From an optimization exercise on the open Yosys and OpenROAD flow, aimed at small area and a short achievable clock period; shortcuts taken in it are not production practice. Where RTL was checked, it was by simulation tests only, not by an equivalence proof against the original. Power is estimated from default activity; no workload was simulated.

## cia402_fsm
module cia402_fsm (
  input  wire         clk,
  input  wire         rst,
  input  wire         start,
  input  wire         operational,
  input  wire         stop_req,
  input  wire [31:0]  cfg_target_vel,
  input  wire [7:0]   cfg_mode,
  input  wire [15:0]  cfg_max_torque,
  output wire         ex_req,
  input  wire         ex_valid,
  input  wire         ex_resp_fresh,
  input  wire [127:0] ex_in,
  input  wire [15:0]  ex_wkc,
  output wire [127:0] ex_out,
  output wire [2:0]   phase,
  output wire         exit_code,
  output wire [2:0]   dstate,
  output wire [32:0]  delta,
  output wire         delta_valid,
  output wire         moving,
  output wire         enable_evt,
  output wire [31:0]  enable_pos,
  output wire         report_valid,
  output wire [63:0]  report_cycle,
  output wire [15:0]  report_status,
  output wire [15:0]  report_control,
  output wire [31:0]  report_position,
  output wire [32:0]  report_delta,
  output wire [35:0]  report_rpm,
  output wire [31:0]  report_velocity,
  output wire [7:0]   report_mode,
  output wire [15:0]  report_wkc
);
==> flow/config.mk <==
export PLATFORM = sky130hd
export DESIGN_NAME = cia402_fsm
export DESIGN_NICKNAME = cia402_fsm
export VERILOG_FILES = /design/flow/design.v
export SDC_FILE = /design/flow/constraint.sdc
export NUM_CORES = 4
export LEC_CHECK = 0
export CAP_MARGIN = 20
export CORE_MARGIN = 2
export CORE_UTILIZATION = 40
export CTS_BUF_LIST = sky130_fd_sc_hd__clkbuf_8
export SETUP_SLACK_MARGIN = 5
export SLEW_MARGIN = 20
export SYNTH_HIERARCHICAL = 1
export SYNTH_MINIMUM_KEEP_SIZE = 0
==> flow/constraint.sdc <==
create_clock -name core_clock -period 8.0 [get_ports {clk}]
set_input_delay 1.6000 -clock core_clock [delete_from_list [all_inputs] [get_ports {clk}]]
set_output_delay 1.6000 -clock core_clock [all_outputs]
set_load 0.01 [all_outputs]
standard.sh (not shown) runs the stock make flow with config.mk's settings and CLKGATE_MAP_FILE= SYNTH_SCRIPT=/design/flow/synth_recipe.tcl, a recipe that flattens the netlist after the stock synthesis.
==> flow/flow/run.sh <==
#!/bin/bash
# The standard layout (standard.sh: the standard flow's synthesis, floorplan, place, CTS, route), with the
# port buffers that placement inserts on every input and output made from the small
# sky130_fd_sc_hd__buf_1 instead of the default pick; repair may still resize them.
set -euo pipefail
bash standard.sh 'BUFFER_PORTS_ARGS=-buffer_cell sky130_fd_sc_hd__buf_1' finish > standard_flow.log 2>&1
Edit:
--- a/flow/design.v
+++ b/flow/design.v
@@ -214,44 +214,18 @@
 module cia402_keep (
   input  wire nrst,
   input  wire x1,
   input  wire x2,
   input  wire e,
   output wire y
 );
   assign y = nrst && !x2 && !(x1 && e);
 endmodule
-module cia402_inc (
-  input  wire [63:0] a,
-  output wire [63:0] y
-);
-  wire [15:0] ga;
-  wire [15:0] gc;
-  wire [64:0] c;
-  genvar k, i;
-  generate
-    for (k = 0; k < 16; k = k + 1) begin : grp
-      assign ga[k] = &a[4*k+3:4*k];
-      if (k == 0) begin : g0
-        assign gc[k] = 1'b1;
-      end else begin : gk
-        assign gc[k] = &ga[k-1:0];
-      end
-      assign c[4*k] = gc[k];
-      for (i = 4 * k; i < 4 * k + 4; i = i + 1) begin : b
-        assign y[i] = a[i] ^ c[i];
-        if (i < 4 * k + 3) begin : n
-          assign c[i+1] = a[i] & c[i];
-        end
-      end
-    end
-  endgenerate
-endmodule
 module cia402_fsm (
   input  wire         clk,
   input  wire         rst,
   input  wire         start,
   input  wire         operational,
   input  wire         stop_req,
   input  wire [31:0]  cfg_target_vel,
   input  wire [7:0]   cfg_mode,
   input  wire [15:0]  cfg_max_torque,
@@ -423,19 +397,28 @@
         rpm_q   <= ex_rpm[35:1];
       end
       if (take_in && !motor_enabled)
         start_pos <= ex_pos;
       if (do_latch)
         motor_enabled <= 1'b1;
     end
   end
   wire [63:0] cnt_inc;
-  cia402_inc u_inc (.a(cnt), .y(cnt_inc));
+  genvar k;
+  generate
+    for (k = 0; k < 64; k = k + 1) begin : incb
+      if (k == 0) begin : b0
+        assign cnt_inc[k] = !cnt[0];
+      end else begin : bk
+        assign cnt_inc[k] = cnt[k] ^ (&cnt[k-1:0]);
+      end
+    end
+  endgenerate
   always @(posedge clk) begin
     if (in_idle || do_stop)
       cnt <= 64'd0;
     else if (do_exch)
       cnt <= cnt_inc;
     if (in_idle)
       c125 <= 7'd0;
     else if (do_cycle && cnt[1:0] == 2'd3)
       c125 <= (c125 == 7'd124) ? 7'd0 : c125 + 7'd1;
After rerunning: Total power shrinks by 6.8%. Worst setup slack is better by 0.0054 ns. Core utilization falls by 0.85 points. Combinational power went down by 4.0%. Maximum frequency is about the same. Via count is higher by 1.4%. Worst hold slack stays flat. Cell area shrinks by 2.2%.
Only the layout flow was run in the first run of this note; the RTL was not checked for function there.


02-10:
cia402_fsm, a different RTL version from the one above (not shown whole).
Size: roughly 2,600 cells after synthesis, about 670 I/O pins, about 0.021 sq mm of cells after synthesis.
// cia402_fsm
module cia402_fsm (
  input  wire         clk,
  input  wire         rst,
  input  wire         start,
  input  wire         operational,
  input  wire         stop_req,
  input  wire [31:0]  cfg_target_vel,
  input  wire [7:0]   cfg_mode,
  input  wire [15:0]  cfg_max_torque,
  output wire         ex_req,
  input  wire         ex_valid,
  input  wire         ex_resp_fresh,
  input  wire [127:0] ex_in,
  input  wire [15:0]  ex_wkc,
  output wire [127:0] ex_out,
  output wire [2:0]   phase,
  output wire         exit_code,
  output wire [2:0]   dstate,
  output wire [32:0]  delta,
  output wire         delta_valid,
  output wire         moving,
  output wire         enable_evt,
  output wire [31:0]  enable_pos,
  output wire         report_valid,
  output wire [63:0]  report_cycle,
  output wire [15:0]  report_status,
  output wire [15:0]  report_control,
  output wire [31:0]  report_position,
  output wire [32:0]  report_delta,
  output wire [35:0]  report_rpm,
  output wire [31:0]  report_velocity,
  output wire [7:0]   report_mode,
  output wire [15:0]  report_wkc
);
export LEC_CHECK = 0
export CAP_MARGIN = 20
export CORE_MARGIN = 2
export CORE_UTILIZATION = 40
export SETUP_SLACK_MARGIN = 5
export SLEW_MARGIN = 20
export SYNTH_HIERARCHICAL = 1
export SYNTH_MINIMUM_KEEP_SIZE = 0
create_clock -name core_clock -period 8.0 [get_ports {clk}]
Scripts as last shown in full above: flow/flow/run.sh
Here is what was changed in the inputs of 10-25 compared with 02-10.
--- a/flow/design.v
+++ b/flow/design.v
@@ -149,30 +149,45 @@
   input  wire a,
   input  wire x,
   input  wire k,
   input  wire r,
   output wire y
 );
   assign y = nrst && ((a && x) || (!(a && k) && r));
 endmodule
 module cia402_near (
-  input  wire [9:0] d,
+  input  wire [9:0] h,
+  input  wire [5:0] c,
+  input  wire [8:5] a,
+  input  wire [8:5] b,
   input  wire       z,
   input  wire       o,
   input  wire       s,
   input  wire       q,
   output wire       y
 );
-  wire ge1001 = (&d[9:5]) && (d[4] || (d[3] && (d[2] || d[1] || d[0])));
-  wire ge24   = (|d[9:5]) || (d[4] && d[3]);
+  wire [4:0] d = h[4:0] ^ c[4:0];
+  wire lo_zero = (c[5] == h[5]) && (&(h[9:6] ~^ (a[8:5] | b[8:5])));
+  wire lo_ones = (c[5] != h[5]) && (&(h[9:6] ^ (a[8:5] & b[8:5])));
+  wire ge1001 = lo_ones && (d[4] || (d[3] && (d[2] || d[1] || d[0])));
+  wire ge24   = !lo_zero || (d[4] && d[3]);
   wire near   = (z && !ge1001) || (o && ge24);
   assign y = (s && !near) || q;
 endmodule
+module cia402_keep (
+  input  wire nrst,
+  input  wire x1,
+  input  wire x2,
+  input  wire e,
+  output wire y
+);
+  assign y = nrst && !x2 && !(x1 && e);
+endmodule
 module cia402_fsm (
   input  wire         clk,
   input  wire         rst,
   input  wire         start,
   input  wire         operational,
   input  wire         stop_req,
   input  wire [31:0]  cfg_target_vel,
   input  wire [7:0]   cfg_mode,
   input  wire [15:0]  cfg_max_torque,
@@ -223,19 +238,19 @@
   reg [15:0]  out_mt;
   reg [7:0]   out_mode;
   reg [15:0]  in_sw;           
   reg [2:0]   in_ds;           
   reg [31:0]  in_pos;          
   reg [31:0]  in_vel;          
   reg [7:0]   in_mode;         
   reg [32:0]  delta_q;         
   reg         moving_q;
-  reg [35:0]  rpm_q;           
+  reg [35:1]  rpm_q;           
   reg         enable_evt_q;
   reg         report_q;
   wire in_idle  = (phase_q == PH_IDLE);
   wire in_run   = (phase_q == PH_RUN);
   wire do_start = in_idle && start && operational;
   wire do_sfail = in_idle && start && !operational;
   wire do_cycle = run_act_q && ex_valid;
   wire do_stop  = in_run && !run_flag;
   wire do_drain = drain_q && ex_valid;
@@ -282,21 +297,25 @@
   wire [35:0] ex_rpm;
   wire [35:0] rC;
   cia402_add #(.W(36), .CI(1)) u_rpm (.a({ex_vel, 4'd0}), .b(~{{4{ex_vel[31]}}, ex_vel}),
                                        .s(ex_rpm), .co(rC));
   wire [32:0] dH = dA ^ dB;
   wire [32:0] dO = dA | dB;
   wire [32:0] dN = dA & dB;
   wire hi_zero = (dC[10] == dH[10]) && (&(dH[32:11] ~^ dO[31:10]));
   wire hi_ones = (dC[10] != dH[10]) && (&(dH[32:11] ^ dN[31:10]));
-  wire keep_delta = !rst && !do_latch;
+  wire keep_delta;
+  cia402_keep u_keep (.nrst(!rst), .x1(do_cycle && !motor_enabled && ex_resp_fresh),
+                      .x2(do_cycle && !motor_enabled && !ex_resp_fresh && q_open),
+                      .e(ex_open), .y(keep_delta));
   wire moving_nx;
-  cia402_near u_near (.d(ex_delta[9:0]), .z(hi_zero), .o(hi_ones),
+  cia402_near u_near (.h(dH[9:0]), .c(dC[5:0]), .a(dA[8:5]), .b(dB[8:5]),
+                      .z(hi_zero), .o(hi_ones),
                       .s(keep_delta && take_in && motor_enabled),
                       .q(keep_delta && !take_in && moving_q), .y(moving_nx));
   wire run_next   = rst || (run_flag && !stop_req);
   wire run_act_nx = !rst && !stop_req && (run_act_q || (do_start && run_flag));
   wire drain_nx   = !rst && (do_stop || (drain_q && !do_halt));
   wire [2:0] phase_next = rst      ? PH_IDLE   :
                           do_start ? PH_RUN    :
                           do_sfail ? PH_FAILED :
                           do_stop  ? PH_DRAIN  :
@@ -320,31 +339,31 @@
     cw0       <= cw0_nx;
     if (rst) begin
       start_pos     <= 32'd0;
       motor_enabled <= 1'b0;
       in_sw         <= 16'd0;
       in_ds         <= 3'd0;
       in_pos        <= 32'd0;
       in_vel        <= 32'd0;
       in_mode       <= 8'd0;
-      rpm_q         <= 36'd0;
+      rpm_q         <= 35'd0;
       enable_evt_q  <= 1'b0;
       report_q      <= 1'b0;
     end else begin
       enable_evt_q <= do_latch;
       report_q     <= do_cycle && rep_hit;
       if (take_in) begin
         in_sw   <= ex_in[15:0];
         in_ds   <= ex_ds;
         in_pos  <= ex_pos;
         in_vel  <= ex_vel;
         in_mode <= ex_in[119:112];
-        rpm_q   <= ex_rpm;
+        rpm_q   <= ex_rpm[35:1];
       end
       if (!motor_enabled)
         start_pos <= take_in ? ex_pos : in_pos;
       if (do_latch)
         motor_enabled <= 1'b1;
     end
   end
   wire [63:0] cnt_inc;
   genvar k;
@@ -380,14 +399,14 @@
   assign moving      = moving_q;
   assign enable_evt  = enable_evt_q;
   assign enable_pos  = in_pos;
   assign report_valid    = report_q;
   assign report_cycle    = cnt;
   assign report_status   = in_sw;
   assign report_control  = cw;
   assign report_position = in_pos;
   assign report_delta    = delta_q;
-  assign report_rpm      = rpm_q;
+  assign report_rpm      = {rpm_q, in_vel[0]};
   assign report_velocity = in_vel;
   assign report_mode     = in_mode;
   assign report_wkc      = wkc;
 endmodule
Notes after the runs:
- No stage failed in 10-25, and the final checks on the layout all came back clean.
- Worst endpoint data arrival time (10-25 over 02-10): increase, 0.03 ns
- Summary of 10-25 over 02-10: mean number of vias per cell closely matched the old numbers, routed length per instance -about 1.2%.
- 02-10 has a higher fraction of met2 tracks used by global routing than 10-25.
- Re sequential share of layout area: 10-25 is 0.49 points down on 02-10.
- Sort 02-10 and 10-25 by via count desc -> top: 10-25
- Looking at summed area of non-filler cells in the final layout, 10-25 sits 1.4% higher than 02-10 does.
- Looking at power across both flows, 10-25 is the weaker of the two, with 02-10 ahead.
- NOTE: global placer's final weighted congestion in 10-25 falls short of that of 02-10
- The cell area power density on 02-10 is in line with that on 10-25.
No run of this note included a check of the RTL's function; only the layout flow was run.


## run D
cia402_fsm, a different RTL version from the one above (not shown whole).
Size in the first run: ~2800 cells after synthesis, about 670 I/O pins, about 22000 sq um of cells after synthesis.
clock: 8.0 ns
lec_check: 0
cap_margin: 20
core_margin: 2
core_utilization: 40
setup_slack_margin: 5
slew_margin: 20
synth_hierarchical: 1
synth_minimum_keep_size: 0
Scripts as last shown in full above: flow/flow/run.sh
> inputs changed (run D -> run E)
-- flow/design.v --
<<< run D, line 221
  assign y = nrst && !x2 && !(x1 && e);
endmodule
module cia402_inc #(parameter W = 64) (
  input  wire [W-1:0] a,
  output wire [W-1:0] y
);
  assign y = a + 1'b1;
endmodule
module cia402_fsm (
>>> run E, line 221
  assign y = nrst && !x2 && !(x1 && e);
endmodule
module cia402_inc (
  input  wire [63:0] a,
  output wire [63:0] y
);
  wire [15:0] ga;
  wire [15:0] gc;
  wire [64:0] c;
  genvar k, i;
  generate
    for (k = 0; k < 16; k = k + 1) begin : grp
      assign ga[k] = &a[4*k+3:4*k];
      if (k == 0) begin : g0
        assign gc[k] = 1'b1;
      end else begin : gk
        assign gc[k] = &ga[k-1:0];
      end
      assign c[4*k] = gc[k];
      for (i = 4 * k; i < 4 * k + 4; i = i + 1) begin : b
        assign y[i] = a[i] ^ c[i];
        if (i < 4 * k + 3) begin : n
          assign c[i+1] = a[i] & c[i];
        end
      end
    end
  endgenerate
endmodule
module cia402_fsm (
<<< run D, line 410
  end
  wire [63:0] cnt_inc;
  cia402_inc #(.W(64)) u_inc (.a(cnt), .y(cnt_inc));
  always @(posedge clk) begin
    if (in_idle || do_stop)
>>> run E, line 430
  end
  wire [63:0] cnt_inc;
  cia402_inc u_inc (.a(cnt), .y(cnt_inc));
  always @(posedge clk) begin
    if (in_idle || do_stop)
--- outcome ---
- Lower count of buffers not belonging to the clock network in the layout was reported by run D, not run E.
- On run E: area overhead of the layout relative to synthesis is 1.5 points higher than what run D gave.
- Summary of the comparison: combinational power is higher in run E, relative to run D.
- Footprint of the flip-flops and latches: run E vs run D, no meaningful difference
- The lower final area of run D and run E is in run E.
- Re register fraction of the total cell area: run E is 0.27 points up on run D.
- Power, run E vs run D: down slightly
- Die span in x shrinks slightly when moving from run D to run E.
- Diff run D -> run E: area after synthesis shows a reduction of about 2.3%; number of DRC violations after detailed-routing iteration 0 moved up.
No functional check of the RTL was part of any run of this note.

re-timing with driven ports:
No port has a modelled driver above. Below, the same layouts with a new extraction and two added sets of constraints. Step 1: set_driving_cell puts a clkbuf_16 on clk and a buf_2 on each other input, an assumption about the parent block. Step 2, shift: input delay + t, output delay - t, t = (earliest + latest rising clock arrival at the registers) / 2. This alone moves slack from input paths to output paths. a / b / c = ideal / step 1 / step 2; a / b = the first two.
run | shift t [ns] | setup slack, ns | worst setup path at the end | worst data-port slew with drivers (ns)
the first run of note 1 | 0.661 | 5.008 / 4.996 / 4.335 | input to register | 0.10
the second run of note 1 | 0.737 | 5.013 / 5.005 / 4.304 | input to register | 0.08
02-10 | 0.624 | 4.881 / 4.883 / 4.259 | input to register | 0.12
10-25 | 0.620 | 4.858 / 4.851 / 4.231 | input to register | 0.09
run D | 0.619 | 4.929 / 4.937 / 4.317 | input to register | 0.09
run E | 0.613 | 4.955 / 4.934 / 4.322 | input to register | 0.11
After both steps setup and hold are still met in every run listed. The setup slack of the second run of note 1, which loses most, moves by -0.008 ns with the drivers and by -0.709 ns with both steps.
